This design comes from an exercise in tuning for small area, a short achievable clock period and few clock cycles per item on the open sky130 flow, not from production work. RTL that was checked went through simulation tests only; none was proved equivalent to the original.

==> build 74 <==
==> flow/design.v <==
module sha512_core (
    input  wire         clk,
    input  wire         rst,           
    input  wire         init,          
    input  wire         sel384,        
    input  wire         in_valid,
    input  wire [63:0]  in_data,
    output wire         in_ready,
    output wire         digest_valid,
    output wire [511:0] digest
);
    reg         started;      
    reg         var384;       
    reg         busy;         
    reg         rep;          
    reg         slow;         
    reg  [6:0]  j;            
    reg  [4:0]  k;            
    reg  [3:0]  ph;           
    reg         fin;          
    reg         rdy;          
    reg         dv;           
    reg         init_q;       
    reg         sel_q;        
    reg  [63:0] h0, h1, h2, h3, h4, h5, h6, h7;    
    reg  [63:0] a, b, c, d, e, f, g, h;            
    reg  [63:0] hkw;                               
    reg  [63:0] w [0:15];                          
    reg  [63:0] k_t;
    always @(*) begin
        case (j)
        7'd1: k_t = 64'h428a2f98d728ae22;
        7'd2: k_t = 64'h7137449123ef65cd;
        7'd3: k_t = 64'hb5c0fbcfec4d3b2f;
        7'd4: k_t = 64'he9b5dba58189dbbc;
        7'd5: k_t = 64'h3956c25bf348b538;
        7'd6: k_t = 64'h59f111f1b605d019;
        7'd7: k_t = 64'h923f82a4af194f9b;
        7'd8: k_t = 64'hab1c5ed5da6d8118;
        7'd9: k_t = 64'hd807aa98a3030242;
        7'd10: k_t = 64'h12835b0145706fbe;
        7'd11: k_t = 64'h243185be4ee4b28c;
        7'd12: k_t = 64'h550c7dc3d5ffb4e2;
        7'd13: k_t = 64'h72be5d74f27b896f;
        7'd14: k_t = 64'h80deb1fe3b1696b1;
        7'd15: k_t = 64'h9bdc06a725c71235;
        7'd16: k_t = 64'hc19bf174cf692694;
        7'd17: k_t = 64'he49b69c19ef14ad2;
        7'd18: k_t = 64'hefbe4786384f25e3;
        7'd19: k_t = 64'h0fc19dc68b8cd5b5;
        7'd20: k_t = 64'h240ca1cc77ac9c65;
        7'd21: k_t = 64'h2de92c6f592b0275;
        7'd22: k_t = 64'h4a7484aa6ea6e483;
        7'd23: k_t = 64'h5cb0a9dcbd41fbd4;
        7'd24: k_t = 64'h76f988da831153b5;
        7'd25: k_t = 64'h983e5152ee66dfab;
        7'd26: k_t = 64'ha831c66d2db43210;
        7'd27: k_t = 64'hb00327c898fb213f;
        7'd28: k_t = 64'hbf597fc7beef0ee4;
        7'd29: k_t = 64'hc6e00bf33da88fc2;
        7'd30: k_t = 64'hd5a79147930aa725;
        7'd31: k_t = 64'h06ca6351e003826f;
        7'd32: k_t = 64'h142929670a0e6e70;
        7'd33: k_t = 64'h27b70a8546d22ffc;
        7'd34: k_t = 64'h2e1b21385c26c926;
        7'd35: k_t = 64'h4d2c6dfc5ac42aed;
        7'd36: k_t = 64'h53380d139d95b3df;
        7'd37: k_t = 64'h650a73548baf63de;
        7'd38: k_t = 64'h766a0abb3c77b2a8;
        7'd39: k_t = 64'h81c2c92e47edaee6;
        7'd40: k_t = 64'h92722c851482353b;
        7'd41: k_t = 64'ha2bfe8a14cf10364;
        7'd42: k_t = 64'ha81a664bbc423001;
        7'd43: k_t = 64'hc24b8b70d0f89791;
        7'd44: k_t = 64'hc76c51a30654be30;
        7'd45: k_t = 64'hd192e819d6ef5218;
        7'd46: k_t = 64'hd69906245565a910;
        7'd47: k_t = 64'hf40e35855771202a;
        7'd48: k_t = 64'h106aa07032bbd1b8;
        7'd49: k_t = 64'h19a4c116b8d2d0c8;
        7'd50: k_t = 64'h1e376c085141ab53;
        7'd51: k_t = 64'h2748774cdf8eeb99;
        7'd52: k_t = 64'h34b0bcb5e19b48a8;
        7'd53: k_t = 64'h391c0cb3c5c95a63;
        7'd54: k_t = 64'h4ed8aa4ae3418acb;
        7'd55: k_t = 64'h5b9cca4f7763e373;
        7'd56: k_t = 64'h682e6ff3d6b2b8a3;
        7'd57: k_t = 64'h748f82ee5defb2fc;
        7'd58: k_t = 64'h78a5636f43172f60;
        7'd59: k_t = 64'h84c87814a1f0ab72;
        7'd60: k_t = 64'h8cc702081a6439ec;
        7'd61: k_t = 64'h90befffa23631e28;
        7'd62: k_t = 64'ha4506cebde82bde9;
        7'd63: k_t = 64'hbef9a3f7b2c67915;
        7'd64: k_t = 64'hc67178f2e372532b;
        7'd65: k_t = 64'hca273eceea26619c;
        7'd66: k_t = 64'hd186b8c721c0c207;
        7'd67: k_t = 64'heada7dd6cde0eb1e;
        7'd68: k_t = 64'hf57d4f7fee6ed178;
        7'd69: k_t = 64'h06f067aa72176fba;
        7'd70: k_t = 64'h0a637dc5a2c898a6;
        7'd71: k_t = 64'h113f9804bef90dae;
        7'd72: k_t = 64'h1b710b35131c471b;
        7'd73: k_t = 64'h28db77f523047d84;
        7'd74: k_t = 64'h32caab7b40c72493;
        7'd75: k_t = 64'h3c9ebe0a15c9bebc;
        7'd76: k_t = 64'h431d67c49c100d4c;
        7'd77: k_t = 64'h4cc5d4becb3e42b6;
        7'd78: k_t = 64'h597f299cfc657e2a;
        7'd79: k_t = 64'h5fcb6fab3ad6faec;
        7'd80: k_t = 64'h6c44198c4a475817;
        default: k_t = 64'h0;
        endcase
    end
    function [63:0] csa_s(input [63:0] x, input [63:0] y, input [63:0] z);
        csa_s = x ^ y ^ z;
    endfunction
    function [63:0] csa_c(input [63:0] x, input [63:0] y, input [63:0] z);
        csa_c = {(x[62:0] & y[62:0]) | (x[62:0] & z[62:0]) | (y[62:0] & z[62:0]), 1'b0};
    endfunction
    function [63:0] bk_add(input [63:0] x, input [63:0] y);
        reg [63:0] gg, pp, p0;
        integer dd, ii;
        begin
            gg = x & y;
            pp = x ^ y;
            p0 = pp;
            for (dd = 1; dd < 64; dd = dd * 2)
                for (ii = 2 * dd - 1; ii < 64; ii = ii + 2 * dd) begin
                    gg[ii] = gg[ii] | (pp[ii] & gg[ii - dd]);
                    pp[ii] = pp[ii] & pp[ii - dd];
                end
            for (dd = 16; dd >= 1; dd = dd / 2)
                for (ii = 3 * dd - 1; ii < 64; ii = ii + 2 * dd) begin
                    gg[ii] = gg[ii] | (pp[ii] & gg[ii - dd]);
                    pp[ii] = pp[ii] & pp[ii - dd];
                end
            bk_add = p0 ^ {gg[62:0], 1'b0};
        end
    endfunction
    wire [63:0] bs1 = {e[13:0], e[63:14]} ^ {e[17:0], e[63:18]} ^ {e[40:0], e[63:41]};
    wire [63:0] bs0 = {a[27:0], a[63:28]} ^ {a[33:0], a[63:34]} ^ {a[38:0], a[63:39]};
    wire [63:0] ch  = (e & f) ^ (~e & g);
    wire [63:0] maj = (a & b) | (a & c) | (b & c);
    wire [63:0] t1s = csa_s(hkw, bs1, ch);
    wire [63:0] t1c = csa_c(hkw, bs1, ch);
    wire [63:0] as1 = csa_s(t1s, t1c, bs0);
    wire [63:0] ac1 = csa_c(t1s, t1c, bs0);
    wire [63:0] as2 = csa_s(as1, ac1, maj);
    wire [63:0] ac2 = csa_c(as1, ac1, maj);
    wire [63:0] a_rnd = as2 + ac2;
    wire [63:0] es1 = csa_s(t1s, t1c, d);
    wire [63:0] ec1 = csa_c(t1s, t1c, d);
    wire [63:0] e_rnd = es1 + ec1;
    wire [63:0] w1  = w[1];
    wire [63:0] w14 = w[14];
    wire [63:0] ss0 = {w1[0], w1[63:1]} ^ {w1[7:0], w1[63:8]} ^ {7'b0, w1[63:7]};
    wire [63:0] ss1 = {w14[18:0], w14[63:19]} ^ {w14[60:0], w14[63:61]} ^ {6'b0, w14[63:6]};
    wire [63:0] ws1 = csa_s(ss1, w[9], ss0);
    wire [63:0] wc1 = csa_c(ss1, w[9], ss0);
    wire [63:0] ws2 = csa_s(ws1, wc1, w[0]);
    wire [63:0] wc2 = csa_c(ws1, wc1, w[0]);
    wire [63:0] w_new = bk_add(ws2, wc2);
    wire accept = in_valid & rdy;
    wire idle   = ~busy & ~slow;
    wire fast   = busy & ~rep;
    reg  ld;      
    reg  u3;      
    reg  u2;      
    reg  u1;      
    reg  sc;      
    wire j_load = ld;
    wire j_last = u1;
    wire sched  = sc;
    reg         busy_n, rep_n, slow_n, fin_n;
    reg  [6:0]  j_n;
    reg  [4:0]  k_n;
    reg  [3:0]  ph_n;
    always @(*) begin
        busy_n = busy;
        rep_n  = rep;
        slow_n = slow;
        j_n    = j + 7'd1;
        k_n    = k;
        ph_n   = ph + 4'd1;
        fin_n  = j_last;
        if (idle) begin
            if (accept) begin
                busy_n = 1'b1;
                rep_n  = 1'b0;
                j_n    = 7'd1;
            end
        end else if (slow) begin
            if (accept) begin
                k_n = k + 5'd1;
                if (k == 5'd15) begin
                    slow_n = 1'b0;
                    busy_n = 1'b1;
                    rep_n  = 1'b1;
                    j_n    = 7'd0;
                end
            end
        end else begin
            if (fast && j <= 7'd15 && !in_valid) begin
                busy_n = 1'b0;
                slow_n = 1'b1;
                k_n    = {1'b0, j[3:0]};
                ph_n   = j[3:0] + 4'd1;
            end else if (j_last) begin
                if (accept) begin
                    rep_n = 1'b0;
                    j_n   = 7'd1;
                end else begin
                    busy_n = 1'b0;
                end
            end
        end
    end
    wire upd3 = u3;
    wire upd2 = u2;
    wire upd1 = u1;
    wire upd0 = fin;
    wire [63:0] hsa = ({64{upd3}} & h3) | ({64{upd2}} & h2) | ({64{upd1}} & h1) | ({64{~(upd3 | upd2 | upd1)}} & h0);
    wire [63:0] hse = ({64{upd3}} & h7) | ({64{upd2}} & h6) | ({64{upd1}} & h5) | ({64{~(upd3 | upd2 | upd1)}} & h4);
    wire [63:0] suma = bk_add(hsa, a);
    wire [63:0] sume = bk_add(hse, e);
    wire [63:0] hsel = j_load ? h7 : g;
    wire [63:0] slot_in = accept ? in_data : (sched ? w_new : w[0]);
    integer i;
    always @(posedge clk) begin
        for (i = 0; i < 15; i = i + 1)
            w[i] <= w[i + 1];
        w[15] <= slot_in;
        hkw <= bk_add(csa_s(hsel, k_t, w[15]), csa_c(hsel, k_t, w[15]));
        if (j_load) begin
            a <= fin ? suma : h0;
            b <= h1;
            c <= h2;
            d <= h3;
            e <= fin ? sume : h4;
            f <= h5;
            g <= h6;
            h <= h7;
        end else begin
            a <= a_rnd;
            b <= a;
            c <= b;
            d <= c;
            e <= e_rnd;
            f <= e;
            g <= f;
            h <= g;
        end
        if (init_q) begin
            if (sel_q) begin
                h0 <= 64'hcbbb9d5dc1059ed8;
                h1 <= 64'h629a292a367cd507;
                h2 <= 64'h9159015a3070dd17;
                h3 <= 64'h152fecd8f70e5939;
                h4 <= 64'h67332667ffc00b31;
                h5 <= 64'h8eb44a8768581511;
                h6 <= 64'hdb0c2e0d64f98fa7;
                h7 <= 64'h47b5481dbefa4fa4;
            end else begin
                h0 <= 64'h6a09e667f3bcc908;
                h1 <= 64'hbb67ae8584caa73b;
                h2 <= 64'h3c6ef372fe94f82b;
                h3 <= 64'ha54ff53a5f1d36f1;
                h4 <= 64'h510e527fade682d1;
                h5 <= 64'h9b05688c2b3e6c1f;
                h6 <= 64'h1f83d9abfb41bd6b;
                h7 <= 64'h5be0cd19137e2179;
            end
        end else begin
            if (upd0) begin h0 <= suma; h4 <= sume; end
            if (upd1) begin h1 <= suma; h5 <= sume; end
            if (upd2) begin h2 <= suma; h6 <= sume; end
            if (upd3) begin h3 <= suma; h7 <= sume; end
        end
        init_q <= init & ~rst;
        sel_q  <= sel384;
        if (rst) begin
            started <= 1'b0;
            busy    <= 1'b0;
            rep     <= 1'b0;
            slow    <= 1'b0;
            fin     <= 1'b0;
            rdy     <= 1'b0;
            dv      <= 1'b0;
            j       <= 7'd0;
            k       <= 5'd0;
            ph      <= 4'd0;
            ld      <= 1'b0;
            u3      <= 1'b0;
            u2      <= 1'b0;
            u1      <= 1'b0;
            sc      <= 1'b0;
        end else if (init) begin
            started <= 1'b1;
            var384  <= sel384;
            busy    <= 1'b0;
            rep     <= 1'b0;
            slow    <= 1'b0;
            fin     <= 1'b0;
            rdy     <= 1'b1;
            dv      <= 1'b0;
            j       <= 7'd0;
            k       <= 5'd0;
            ph      <= 4'd0;
            ld      <= 1'b0;
            u3      <= 1'b0;
            u2      <= 1'b0;
            u1      <= 1'b0;
            sc      <= 1'b0;
        end else begin
            ld   <= busy_n & (j_n == 7'd1);
            u3   <= busy & (j == 7'd78);
            u2   <= u3;
            u1   <= u2;
            sc   <= busy_n & (j_n >= 7'd16) & (j_n <= 7'd79);
            busy <= busy_n;
            rep  <= rep_n;
            slow <= slow_n;
            fin  <= fin_n;
            j    <= j_n;
            k    <= k_n;
            ph   <= ph_n;
            rdy  <= started & ((~busy_n & ~slow_n) |
                               (busy_n & ~rep_n & (j_n <= 7'd15)) |
                               (busy_n & (j_n == 7'd81)) |
                               (slow_n & (ph_n == k_n[3:0])));
            dv   <= started & ~busy_n & ~slow_n & ~fin_n;
        end
    end
    assign in_ready     = rdy;
    assign digest_valid = dv;
    assign digest = {h0, h1, h2, h3, h4, h5,
                     var384 ? 128'd0 : {h6, h7}};
endmodule
==> flow/run.sh <==
#!/bin/bash
# synth_recipe.tcl (not shown) runs the flow's synth.tcl, then flattens the netlist and writes it again
# the make line also repeats each setting of config.mk as NAME=value (left out here)
make -C /OpenROAD-flow-scripts/flow DESIGN_CONFIG=/design/flow/config.mk WORK_HOME=/design/flow/orfs CLKGATE_MAP_FILE= SYNTH_SCRIPT=/design/flow/synth_recipe.tcl finish
==> flow/config.mk <==
export PLATFORM = sky130hd
export DESIGN_NAME = sha512_core
export DESIGN_NICKNAME = sha512_core
export VERILOG_FILES = /design/flow/design.v
export SDC_FILE = /design/flow/constraint.sdc
export NUM_CORES = 4
export LEC_CHECK = 0
export CAP_MARGIN = 20
export CORE_MARGIN = 2
export CORE_UTILIZATION = 40
export SETUP_SLACK_MARGIN = 5
export SLEW_MARGIN = 20
export SYNTH_MEMORY_MAX_BITS = 16384
==> flow/constraint.sdc <==
create_clock -name core_clock -period 12.0 [get_ports {clk}]
set_input_delay 2.4000 -clock core_clock [delete_from_list [all_inputs] [get_ports {clk}]]
set_output_delay 2.4000 -clock core_clock [all_outputs]
set_load 0.01 [all_outputs]
==> inputs of build 79, as changes to build 74 <==
SETUP_SLACK_MARGIN = not set   (was 5)
==> inputs of build 18, as changes to build 74 <==
--- a/flow/design.v
+++ b/flow/design.v
@@ -171,2 +171,3 @@
     reg  sc;      
+    reg  u0;      
     wire j_load = ld;
@@ -222,4 +223,4 @@
     wire upd0 = fin;
-    wire [63:0] hsa = ({64{upd3}} & h3) | ({64{upd2}} & h2) | ({64{upd1}} & h1) | ({64{~(upd3 | upd2 | upd1)}} & h0);
-    wire [63:0] hse = ({64{upd3}} & h7) | ({64{upd2}} & h6) | ({64{upd1}} & h5) | ({64{~(upd3 | upd2 | upd1)}} & h4);
+    wire [63:0] hsa = ({64{upd3}} & h3) | ({64{upd2}} & h2) | ({64{upd1}} & h1) | ({64{u0}} & h0);
+    wire [63:0] hse = ({64{upd3}} & h7) | ({64{upd2}} & h6) | ({64{upd1}} & h5) | ({64{u0}} & h4);
     wire [63:0] suma = bk_add(hsa, a);
@@ -297,2 +298,3 @@
             sc      <= 1'b0;
+            u0      <= 1'b1;
         end else if (init) begin
@@ -314,3 +316,5 @@
             sc      <= 1'b0;
+            u0      <= 1'b1;
         end else begin
+            u0   <= ~(busy & (j == 7'd78)) & ~u3 & ~u2;
             ld   <= busy_n & (j_n == 7'd1);
==> flow/flow/run.sh (new file) <==
#!/bin/bash
set -euo pipefail
bash standard.sh synth > synth_make.log 2>&1
SETUP_SLACK_MARGIN=7 bash standard.sh finish > layout_make.log 2>&1
==> flow/standard.sh (new file) <==
#!/bin/bash
# synth_recipe.tcl (not shown) runs the flow's synth.tcl, then flattens the netlist and writes it again
# the make line also repeats each setting of config.mk as NAME=value (left out here)
make -C /OpenROAD-flow-scripts/flow DESIGN_CONFIG=/design/flow/config.mk WORK_HOME=/design/flow/orfs CLKGATE_MAP_FILE= SYNTH_SCRIPT=/design/flow/synth_recipe.tcl "${@:-finish}"
ABC_AREA = 1   (was not set)
SETUP_SLACK_MARGIN = not set   (was 5)
removed: flow/run.sh
==> inputs of build 30, as changes to build 74 <==
--- a/flow/design.v
+++ b/flow/design.v
@@ -22,4 +22,2 @@
     reg         dv;           
-    reg         init_q;       
-    reg         sel_q;        
     reg  [63:0] h0, h1, h2, h3, h4, h5, h6, h7;    
@@ -120,22 +118,2 @@
     endfunction
-    function [63:0] bk_add(input [63:0] x, input [63:0] y);
-        reg [63:0] gg, pp, p0;
-        integer dd, ii;
-        begin
-            gg = x & y;
-            pp = x ^ y;
-            p0 = pp;
-            for (dd = 1; dd < 64; dd = dd * 2)
-                for (ii = 2 * dd - 1; ii < 64; ii = ii + 2 * dd) begin
-                    gg[ii] = gg[ii] | (pp[ii] & gg[ii - dd]);
-                    pp[ii] = pp[ii] & pp[ii - dd];
-                end
-            for (dd = 16; dd >= 1; dd = dd / 2)
-                for (ii = 3 * dd - 1; ii < 64; ii = ii + 2 * dd) begin
-                    gg[ii] = gg[ii] | (pp[ii] & gg[ii - dd]);
-                    pp[ii] = pp[ii] & pp[ii - dd];
-                end
-            bk_add = p0 ^ {gg[62:0], 1'b0};
-        end
-    endfunction
     wire [63:0] bs1 = {e[13:0], e[63:14]} ^ {e[17:0], e[63:18]} ^ {e[40:0], e[63:41]};
@@ -162,3 +140,3 @@
     wire [63:0] wc2 = csa_c(ws1, wc1, w[0]);
-    wire [63:0] w_new = bk_add(ws2, wc2);
+    wire [63:0] w_new = ws2 + wc2;
     wire accept = in_valid & rdy;
@@ -166,10 +144,5 @@
     wire fast   = busy & ~rep;
-    reg  ld;      
-    reg  u3;      
-    reg  u2;      
-    reg  u1;      
-    reg  sc;      
-    wire j_load = ld;
-    wire j_last = u1;
-    wire sched  = sc;
+    wire j_load = busy & (j == 7'd1);          
+    wire j_last = busy & (j == 7'd81);         
+    wire sched  = busy & (j >= 7'd16);
     reg         busy_n, rep_n, slow_n, fin_n;
@@ -218,11 +191,10 @@
     end
-    wire upd3 = u3;
-    wire upd2 = u2;
-    wire upd1 = u1;
+    wire upd3 = busy & (j == 7'd79);
+    wire upd2 = busy & (j == 7'd80);
+    wire upd1 = j_last;
     wire upd0 = fin;
-    wire [63:0] hsa = ({64{upd3}} & h3) | ({64{upd2}} & h2) | ({64{upd1}} & h1) | ({64{~(upd3 | upd2 | upd1)}} & h0);
-    wire [63:0] hse = ({64{upd3}} & h7) | ({64{upd2}} & h6) | ({64{upd1}} & h5) | ({64{~(upd3 | upd2 | upd1)}} & h4);
-    wire [63:0] suma = bk_add(hsa, a);
-    wire [63:0] sume = bk_add(hse, e);
-    wire [63:0] hsel = j_load ? h7 : g;
+    wire [63:0] hsa = upd3 ? h3 : upd2 ? h2 : upd1 ? h1 : h0;
+    wire [63:0] hse = upd3 ? h7 : upd2 ? h6 : upd1 ? h5 : h4;
+    wire [63:0] suma = hsa + a;
+    wire [63:0] sume = hse + e;
     wire [63:0] slot_in = accept ? in_data : (sched ? w_new : w[0]);
@@ -233,3 +205,3 @@
         w[15] <= slot_in;
-        hkw <= bk_add(csa_s(hsel, k_t, w[15]), csa_c(hsel, k_t, w[15]));
+        hkw <= (j_load ? h7 : g) + k_t + w[15];
         if (j_load) begin
@@ -253,4 +225,4 @@
         end
-        if (init_q) begin
-            if (sel_q) begin
+        if (!rst && init) begin
+            if (sel384) begin
                 h0 <= 64'hcbbb9d5dc1059ed8;
@@ -279,4 +251,2 @@
         end
-        init_q <= init & ~rst;
-        sel_q  <= sel384;
         if (rst) begin
@@ -292,7 +262,2 @@
             ph      <= 4'd0;
-            ld      <= 1'b0;
-            u3      <= 1'b0;
-            u2      <= 1'b0;
-            u1      <= 1'b0;
-            sc      <= 1'b0;
         end else if (init) begin
@@ -305,3 +270,3 @@
             rdy     <= 1'b1;
-            dv      <= 1'b0;
+            dv      <= 1'b1;
             j       <= 7'd0;
@@ -309,13 +274,3 @@
             ph      <= 4'd0;
-            ld      <= 1'b0;
-            u3      <= 1'b0;
-            u2      <= 1'b0;
-            u1      <= 1'b0;
-            sc      <= 1'b0;
         end else begin
-            ld   <= busy_n & (j_n == 7'd1);
-            u3   <= busy & (j == 7'd78);
-            u2   <= u3;
-            u1   <= u2;
-            sc   <= busy_n & (j_n >= 7'd16) & (j_n <= 7'd79);
             busy <= busy_n;
SETUP_SLACK_MARGIN = not set   (was 5)
==> comparison table <==
| quantity | build 18 | build 79 | build 30 | build 74 |
|---|---|---|---|---|
| Capturing instance or port of the critical path | a[50] | h3[63] | h6[59] | e[62] |
| Clock transition at the registers of the reported paths | 60 ps | 70 ps | 70 ps | 60 ps |
| Effective utilization at floorplan | 40.2% | 40.1% | 40.3% | 40.1% |
| Number of cells in the design after placement | 15,300 | 12,900 | 15,400 | 12,900 |
| Overall die height | 514 microns | 506 microns | 524 microns | 506 microns |
| Post-synthesis adder-cell area fraction | 16.3% | 16.9% | 13.5% | 16.9% |
| Commonest non-fill, non-tap cell in the layout | sky130_fd_sc_hd__nand2_1 | sky130_fd_sc_hd__dfxtp_1 | sky130_fd_sc_hd__nand2_1 | sky130_fd_sc_hd__dfxtp_1 |
| # diodes | 24 | 18 | 10 | 17 |
| Critical path fanouts, max | 7 | 68 | 16 | 46 |
| Portion of synthesized cell area occupied by the leading cell type | 33.8% | 35.0% | 32.4% | 35.0% |
| Count of instances resized after the clock tree is built | 645 | 0 | 0 | 6 |
| Status | complete, no violations | complete, no violations | complete, no violations | complete, no violations |
Testbench counts of build 74, summed over its fixed seeds: cycles 90,678, blocks 1,110.
Testbench counts of build 79, summed over its fixed seeds: cycles 90,678, blocks 1,110.
Testbench counts of build 18, summed over its fixed seeds: cycles 90,678, blocks 1,110.
Function not checked in build 30: the RTL went through the layout flow alone.

-- separate check: timing with driven ports --
The flow's constraints put no driver on any port. The routed layouts listed below were extracted and timed again, unchanged, in two steps.
Step 1, drivers: a clkbuf_16 drives clk and a buf_2 each remaining input, both assumed.
Step 2 also shifts input and output timing later by t, the mid clock arrival at the registers, as if the neighbouring blocks saw the same clock.
Slacks: ideal ports / drivers / drivers and shift; pairs: ideal ports / drivers.
run | t, ns | slack for setup (ns) | worst data-port slew with drivers (ns)
build 74 | 0.994 | 5.080 / 5.080 / 4.223 | 0.06
build 79 | 0.993 | 3.805 / 3.805 / 3.805 | 0.06
build 18 | 1.032 | 7.001 / 6.891 / 6.179 | 0.11
build 30 | 1.002 | 4.324 / 4.324 / 4.003 | 0.14
After both steps every run listed still meets setup and hold. For build 74, which loses most, drivers alone change the setup slack by 0.000 ns; drivers and shift together by -0.857 ns.
